This is an optimization exercise on Yosys and OpenROAD, whose aim is a short achievable clock period and few clock cycles, not a production implementation.
In this exercise RTL edits were held to simulation tests only and were not proved equivalent to the original.

==> run X: inputs <==
// daisa_core
module daisa_core (
    input  wire        clk,
    input  wire        rst,           
    input  wire [15:0] start,         
    input  wire        irq,           
    output reg         mem_req,
    output reg         mem_we,
    output reg  [15:0] mem_addr,
    output reg  [7:0]  mem_wdata,
    input  wire        mem_ack,
    input  wire [7:0]  mem_rdata,
    output reg         halted,
    output reg  [1:0]  halt_reason    
);
==> flow/config.mk <==
export PLATFORM = sky130hd
export DESIGN_NAME = daisa_core
export DESIGN_NICKNAME = daisa_core
export VERILOG_FILES = /design/flow/design.v
export SDC_FILE = /design/flow/constraint.sdc
export NUM_CORES = 4
export LEC_CHECK = 0
export CAP_MARGIN = 20
export CORE_MARGIN = 2
export CORE_UTILIZATION = 30
export PLACE_DENSITY = 0.65
export SETUP_SLACK_MARGIN = 5
export SLEW_MARGIN = 20
==> flow/constraint.sdc <==
create_clock -name core_clock -period 10.0 [get_ports {clk}]
set_input_delay 2.0000 -clock core_clock [delete_from_list [all_inputs] [get_ports {clk}]]
set_output_delay 2.0000 -clock core_clock [all_outputs]
set_load 0.01 [all_outputs]
standard.sh (not shown) runs the stock make flow with config.mk's settings and CLKGATE_MAP_FILE= SYNTH_SCRIPT=/design/flow/synth_recipe.tcl, a recipe that flattens the netlist after the stock synthesis.
==> flow/flow/run.sh <==
#!/bin/bash
set -euo pipefail
sed 's/SETUP_SLACK_MARGIN=[0-9.]*/SETUP_SLACK_MARGIN=7/' standard.sh > standard_m.sh
grep -q 'SETUP_SLACK_MARGIN=7' standard_m.sh
bash standard_m.sh > standard.log 2>&1
==> run H (differences from run X) <==
--- a/flow/design.v
+++ b/flow/design.v
@@ -103,17 +103,15 @@
     reg       ie, ie_pend;
     reg [3:0]    bk;             
     reg [1:0]    mdest;          
     reg [2:0]    mreg;           
     reg          chk;            
-    reg [7:0]    q0, q1, q2;     
+    reg [7:0]    q0, q1, q2, q3;  
     reg [NC-1:0] k0;             
-    reg [1:0]    qn;             
+    reg [2:0]    qn;             
     reg [15:0]   lf;             
     reg          redir;          
-    reg          irq_q;          
-    reg          wlast;          
     reg          wflush;         
     wire fz = (zr == 8'd0);
     wire fn = zr[7];
     wire [7:0] d = mem_rdata;
     wire [NC-1:0] kd  = classify(d);
@@ -152,18 +150,30 @@
         end
     endgenerate
     wire [15:0] pc1    = {(&ip) ? cs_inc : cs, ip_inc};
     wire [15:0] pc2    = {(&ip[7:1]) ? cs_inc : cs, ip_inc2};
     wire [15:0] lf1    = {(&lf[7:0]) ? lf_hi_inc : lf[15:8], lf_lo_inc};
+    wire [7:0]  lf_lo_inc2;
+    generate
+        for (gb = 0; gb < 8; gb = gb + 1) begin : g_lf2
+            if (gb == 0) begin : b0
+                assign lf_lo_inc2[0] = lf[0];
+            end else if (gb == 1) begin : b1
+                assign lf_lo_inc2[1] = ~lf[1];
+            end else begin : bn
+                assign lf_lo_inc2[gb] = lf[gb] ^ (&lf[gb-1:1]);
+            end
+        end
+    endgenerate
+    wire [15:0] lf2    = {(&lf[7:1]) ? lf_hi_inc : lf[15:8], lf_lo_inc2};
     wire [15:0] sp     = {ss, rf[6]};
     wire [15:0] sp_inc = {(&rf[6]) ? ss_inc : ss, sp_lo_inc};
     wire [15:0] sp_dec = {(~|rf[6]) ? ss_dec : ss, sp_lo_dec};
     wire at_end = (&cs) & (&ip);
     wire [2:0] fld = q0[2:0];
-    wire ready = (qn != 2'd0) && (!k0[C_NEEDIMM] || qn[1] || at_end);
-    wire exec_ok = (bk == B_IDLE || bk == B_FETCH) && !halted && ready && !wflush &&
-                   !(wlast && chk && ie);
+    wire ready = (qn != 3'd0) && (!k0[C_NEEDIMM] || qn[2] || qn[1] || at_end);
+    wire exec_ok = (bk == B_IDLE || bk == B_FETCH) && !halted && ready && !wflush;
     wire [15:0] pcl  = k0[C_NEEDIMM] ? pc2 : pc1;    
     wire [7:0]  cs_n = pcl[15:8];
     wire [7:0]  ip_n = pcl[7:0];
     reg [7:0] regval, argval, alu_y;
     integer j;
@@ -252,22 +262,21 @@
             2'd2: cond_flag = fv;
             default: cond_flag = fn;
         endcase
     end
     wire cond_taken = cond_flag ^ fld[0];
-    wire take_int = chk && ie && irq_q;
+    wire take_int = chk && ie && irq;
     wire ie_base  = chk ? (ie | ie_pend) : ie;
-    wire whit = ((mem_addr == pc)  && (qn != 2'd0)) ||
-                ((mem_addr == pc1) && qn[1]) ||
-                ((mem_addr == pc2) && (qn == 2'd3));
+    wire [15:0] wdist = mem_addr - pc;
+    wire whit = (wdist < {13'd0, qn});
     wire halt_now = k0[C_HALT] || (k0[C_NEEDIMM] && at_end);
     wire jump_now = k0[C_JMP] || (k0[C_JCC] && cond_taken) || k0[C_RET];
     wire [15:0] jtarget = k0[C_RET] ? {csr, rf[5]} :
                           k0[C_JCC] ? {cs_n, q1} :
                           {k0[C_FAR] ? a : cs_n, argval};
     wire data_now = k0[C_PUSH] || k0[C_POP] || k0[C_LDM] || k0[C_STM];
-    wire early = (bk == B_FETCH) && (qn == 2'd1) && k0[C_NEEDIMM] && !at_end &&
+    wire early = (bk == B_FETCH) && (qn == 3'd1) && k0[C_NEEDIMM] && !at_end &&
                  (k0[C_JMP] || (k0[C_JCC] && cond_taken));
     wire [7:0] early_hi = k0[C_FAR] ? a : pc2[15:8];
     wire [7:0] shl_r = {a[6:0], 1'b0};
     wire [7:0] shr_r = {1'b0, a[7:1]};
     wire [7:0] sra_r = {a[7], a[7:1]};
@@ -306,31 +315,92 @@
     reg [2:0]    n_mreg;
     reg          n_req, n_we, n_halted;
     reg [15:0]   n_addr, n_lf;
     reg [7:0]    n_wdata;
     reg [1:0]    n_reason;
-    reg [7:0]    n_q0, n_q1, n_q2;
+    reg [7:0]    n_q0, n_q1, n_q2, n_q3;
     reg [NC-1:0] n_k0;
-    reg [1:0]    n_qn;
-    reg [1:0]    cons;           
+    reg [2:0]    n_qn;
+    reg [2:0]    cons;           
     reg          flush;          
     reg          bus_set;        
-    reg [1:0]    base;
+    reg [2:0]    base;
+    reg          use_hit;
+    reg          lfr;            
+    reg [1:0]    n_ladv;
     reg          n_redir;
     integer i;
-    wire room = exec_ok || !((qn == 2'd3) || (qn == 2'd2 && bk == B_FETCH));
+    wire       arrive = (bk == B_FETCH);
+    wire [2:0] qn_m1  = qn - 3'd1;
+    wire [2:0] qn_m2  = qn - 3'd2;
+    wire [2:0] base_w = exec_ok ? (k0[C_NEEDIMM] ? qn_m2 : qn_m1) : qn;
+    wire [2:0] c_0    = qn + {2'd0, arrive};
+    wire [2:0] c_1    = qn_m1 + {2'd0, arrive};
+    wire [2:0] c_2    = qn_m2 + {2'd0, arrive};
+    wire [2:0] cnt    = exec_ok ? (k0[C_NEEDIMM] ? c_2 : c_1) : c_0;
+    wire       hroom  = exec_ok ? (k0[C_NEEDIMM] ? (c_2 <= 3'd2) : (c_1 <= 3'd2)) : (c_0 <= 3'd2);
+    wire       room   = (cnt != 3'd4);
+    reg [7:0]  cdat [0:31];
+    reg [10:0] ctag [0:31];
+    reg [31:0] cval;
+    wire [5:0]  li1 = {1'b0, lf[4:0]} + 6'd1;
+    wire [5:0]  li2 = {1'b0, lf[4:0]} + 6'd2;
+    wire [5:0]  li3 = {1'b0, lf[4:0]} + 6'd3;
+    wire [10:0] lt  = lf[15:5];
+    wire [10:0] lt1;
+    generate
+        for (gb = 0; gb < 11; gb = gb + 1) begin : g_lt1
+            if (gb == 0) begin : b0
+                assign lt1[0] = ~lt[0];
+            end else begin : bn
+                assign lt1[gb] = lt[gb] ^ (&lt[gb-1:0]);
+            end
+        end
+    endgenerate
+    wire        lk1 = cval[li1[4:0]] && (ctag[li1[4:0]] == (li1[5] ? lt1 : lt));
+    wire        lk2 = cval[li2[4:0]] && (ctag[li2[4:0]] == (li2[5] ? lt1 : lt));
+    wire        lk3 = cval[li3[4:0]] && (ctag[li3[4:0]] == (li3[5] ? lt1 : lt));
+    reg         ph1, ph2, ph3, pstale;
+    reg [7:0]   pb1, pb2, pb3;
+    reg [1:0]   ladv;            
+    wire        chit  = !pstale && ((ladv == 2'd0) ? ph1 : (ladv == 2'd1) ? ph2 :
+                                    (ladv == 2'd2) ? ph3 : 1'b0);
+    wire [7:0]  cbyte = (ladv == 2'd0) ? pb1 : (ladv == 2'd1) ? pb2 : pb3;
+    wire [NC-1:0] kc  = classify(cbyte);
+    wire [NC-1:0] kq3 = classify(q3);
+    always @(posedge clk) begin
+        if (en) begin
+            ph1 <= lk1; ph2 <= lk2; ph3 <= lk3;
+            pb1 <= cdat[li1[4:0]]; pb2 <= cdat[li2[4:0]]; pb3 <= cdat[li3[4:0]];
+        end
+        if (rst) begin
+            ladv   <= 2'd3;
+            pstale <= 1'b1;
+        end else if (en) begin
+            ladv   <= n_ladv;
+            pstale <= mem_req && mem_we;
+        end
+        if (rst) begin
+            cval <= 32'd0;
+        end else if (en && mem_req) begin
+            cval[mem_addr[4:0]] <= 1'b1;
+            ctag[mem_addr[4:0]] <= mem_addr[15:5];
+            cdat[mem_addr[4:0]] <= mem_we ? mem_wdata : d;
+        end
+    end
     always @(*) begin
         n_a = a; n_cs = cs; n_ip = ip; n_ds = ds; n_ss = ss; n_csr = csr;
         n_zr = zr;
         for (i = 1; i <= 7; i = i + 1) n_rf[i] = rf[i];
         n_fc = fc; n_fv = fv; n_ie = ie; n_ie_pend = ie_pend; n_chk = chk;
         n_mdest = mdest; n_mreg = mreg;
         n_we = 1'b0; n_halted = halted;
         n_addr = mem_addr; n_wdata = mem_wdata; n_reason = halt_reason;
         n_lf = lf;
+        lfr  = 1'b0;
         n_bk = B_IDLE;
-        cons = 2'd0;
+        cons = 3'd0;
         flush = 1'b0;
         bus_set = 1'b0;
         case (bk)
         B_INT1: begin
             {n_ss, n_rf[6]} = sp_inc;
@@ -354,10 +424,11 @@
         end
         B_VEC2: begin
             n_ip    = d;
             n_addr  = {cs, d};
             n_lf    = {cs, d};
+            lfr     = 1'b1;
             n_bk    = B_FETCH;
             bus_set = 1'b1;
         end
         B_IRET1: begin
             n_ip = d;
@@ -369,10 +440,11 @@
         B_IRET2: begin
             n_cs = d;
             n_ie_pend = 1'b1;
             n_addr  = {d, ip};
             n_lf    = {d, ip};
+            lfr     = 1'b1;
             n_bk    = B_FETCH;
             bus_set = 1'b1;
         end
         B_DATA: begin
             case (mdest)
@@ -385,17 +457,18 @@
         default: begin   
             if (wflush) begin
                 flush   = 1'b1;
                 n_addr  = pc;
                 n_lf    = pc;
+                lfr     = 1'b1;
                 n_bk    = B_FETCH;
                 bus_set = 1'b1;
             end else if (exec_ok) begin
                 n_ie      = k0[C_DSI] ? 1'b0 : ie_base;
                 n_ie_pend = k0[C_ENI];
                 n_chk     = 1'b1;
-                cons      = k0[C_NEEDIMM] ? 2'd2 : 2'd1;
+                cons      = k0[C_NEEDIMM] ? 3'd2 : 3'd1;
                 {n_cs, n_ip} = pcl;
                 n_a  = ex_a;
                 n_zr = ex_zr;
                 n_fc = ex_fc;
                 n_fv = ex_fv;
@@ -433,10 +506,11 @@
                 end else if (jump_now) begin
                     if (!redir) begin
                         flush   = 1'b1;
                         n_addr  = jtarget;
                         n_lf    = jtarget;
+                        lfr     = 1'b1;
                         n_bk    = B_FETCH;
                         bus_set = 1'b1;
                     end
                 end else if (k0[C_PUSH]) begin
                     n_addr  = sp;
@@ -462,39 +536,56 @@
                     bus_set = 1'b1;
                 end
             end
         end
         endcase
-        base = qn - cons;
-        n_q0 = q0; n_q1 = q1; n_q2 = q2;
+        use_hit = !bus_set && !halted && !early && !mem_we && chit &&
+                  hroom;
+        base = base_w;
+        n_q0 = q0; n_q1 = q1; n_q2 = q2; n_q3 = q3;
         n_k0 = k0;
         case (cons)
-            2'd1: begin n_q0 = q1; n_q1 = q2; n_k0 = kq1; end
-            2'd2: begin n_q0 = q2; n_k0 = kq2; end
+            3'd1: begin n_q0 = q1; n_q1 = q2; n_q2 = q3; n_k0 = kq1; end
+            3'd2: begin n_q0 = q2; n_q1 = q3; n_k0 = kq2; end
             default: ;
         endcase
-        if (bk == B_FETCH) begin
+        if (arrive) begin
             case (base)
-                2'd0: begin n_q0 = d; n_k0 = kd; end
-                2'd1: n_q1 = d;
-                default: n_q2 = d;
+                3'd0: begin n_q0 = d; n_k0 = kd; end
+                3'd1: n_q1 = d;
+                3'd2: n_q2 = d;
+                default: n_q3 = d;
             endcase
         end
-        n_qn = flush ? 2'd0 : base + {1'b0, bk == B_FETCH};
+        if (use_hit) begin
+            case (cnt)
+                3'd0: begin n_q0 = cbyte; n_k0 = kc; end
+                3'd1: n_q1 = cbyte;
+                default: n_q2 = cbyte;
+            endcase
+        end
+        n_qn = flush ? 3'd0 : cnt + {2'd0, use_hit};
         n_redir = 1'b0;
         if (!bus_set && !halted) begin
             if (early) begin
                 n_addr  = {early_hi, d};
                 n_lf    = {early_hi, d};
+                lfr     = 1'b1;
                 n_bk    = B_FETCH;
                 n_redir = 1'b1;
+            end else if (use_hit) begin
+                n_addr = lf2;
+                n_lf   = lf2;
+                n_bk   = B_FETCH;
             end else if (room) begin
                 n_addr = lf1;
                 n_lf   = lf1;
                 n_bk   = B_FETCH;
             end
         end
+        n_ladv = lfr ? 2'd3 : (!bus_set && !halted && !early) ?
+                 (use_hit ? 2'd2 : room ? 2'd1 : 2'd0) : 2'd0;
         if (n_halted) n_bk = B_IDLE;
         n_req = (n_bk != B_IDLE);
         if (exec_ok && take_int) begin
             n_a = a; n_cs = cs; n_ip = ip; n_ds = ds; n_ss = ss; n_csr = csr;
             n_zr = zr;
@@ -503,14 +594,15 @@
             n_mdest = mdest; n_mreg = mreg;
             n_halted = halted; n_reason = halt_reason;
             n_ie      = ie_pend;
             n_ie_pend = 1'b0;
             n_chk     = 1'b0;
-            n_qn      = 2'd0;
+            n_qn      = 3'd0;
             n_redir   = 1'b0;
             n_addr    = sp;
             n_lf      = lf;
+            n_ladv    = 2'd3;
             n_wdata   = cs;
             n_we      = 1'b1;
             n_bk      = B_INT1;
             n_req     = 1'b1;
         end
@@ -524,12 +616,10 @@
             mem_we      <= 1'b0;
             mem_addr    <= start;
             mem_wdata   <= 8'd0;
             lf          <= start;
             redir       <= 1'b0;
-            irq_q       <= 1'b0;
-            wlast       <= 1'b0;
             wflush      <= 1'b0;
             halted      <= 1'b0;
             halt_reason <= R_HLT;
             a           <= 8'd0;
             cs          <= start[15:8];
@@ -543,22 +633,20 @@
             fv          <= 1'b0;
             ie          <= 1'b0;
             ie_pend     <= 1'b0;
             mdest       <= D_NONE;
             mreg        <= 3'd0;
-            qn          <= 2'd0;
+            qn          <= 3'd0;
         end else if (en) begin
             bk          <= n_bk;
             chk         <= n_chk;
             mem_req     <= n_req;
             mem_we      <= n_we;
             mem_addr    <= n_addr;
             mem_wdata   <= n_wdata;
             lf          <= n_lf;
             redir       <= n_redir;
-            irq_q       <= irq;
-            wlast       <= mem_req && mem_we;
             wflush      <= (bk == B_DATA) && mem_we && whit;
             halted      <= n_halted;
             halt_reason <= n_reason;
             a           <= n_a;
             cs          <= n_cs;
@@ -580,9 +668,10 @@
     always @(posedge clk) begin
         if (en) begin
             q0 <= n_q0;
             q1 <= n_q1;
             q2 <= n_q2;
+            q3 <= n_q3;
             k0 <= n_k0;
         end
     end
 endmodule
==> out/metrics.yaml <==
rrSetupSlack_ns: 6.66
syn_inst: 3730
cts_setup_buffers: 308
drtIter0Drc: 6878
cts_buffers: 37
outcome: "finished clean"
wl_met1_um: 60500
path_cells: "mux2i_1 -> nand4_1 -> or2_2 -> ha_1 -> nor3_1 -> nor2_1 -> o41ai_2 -> xnor2_2 -> a221oi_2 -> nand3_1 -> a22oi_1 -> nor2_1"
hold_path_end: "zr[3]"
start_util_pct: 30.3
The numbers above come from run X.

==> out/metrics.yaml <==
io_pins: 57
layout-drive-gt1-share_pct: 37.7
busiest_layer: "met2"
wl_met1_um: 107000
syn_inst: 6155
hold_path_end: "zr[6]"
rrSetupSlack_ns: 6.45
path_cells: "buf_12 -> buf_6"
cts_setup_buffers: 448
fp.dieH_um: 473
outcome: "finished clean"
start_util_pct: 30.1
bufAreaShareNonClock_pct: 13.5
coreArea_sq_mm: 0.219
The numbers above come from run H.

Testbench counts of run X, summed over its fixed seeds: cycles 164,999.
Testbench counts of run H, summed over its fixed seeds: cycles 156,162.

-- port drivers added, routing unchanged --
The flow's constraints put no driver on any port. The routed layouts listed below were extracted and timed again, unchanged, in two steps. Step 1: set_driving_cell puts a clkbuf_16 on clk and a buf_2 on each other input, an assumption about the parent block. Step 2, shift: input delay + t, output delay - t, t = (earliest + latest rising clock arrival at the registers) / 2. This alone moves slack from input paths to output paths. a / b / c = ideal / step 1 / step 2; a / b = the first two.
run	t, ns	slack for setup (ns)	worst hold slack (ns)
run X	0.653	6.660 / 6.660 / 6.103	0.462 / 0.462 / 0.462
run H	0.849	6.379 / 6.299 / 5.917	0.475 / 0.475 / 0.475
After both steps setup and hold are still met in every run listed. The setup slack of run X, which loses most, moves by 0.000 ns with the drivers and by -0.557 ns with both steps.
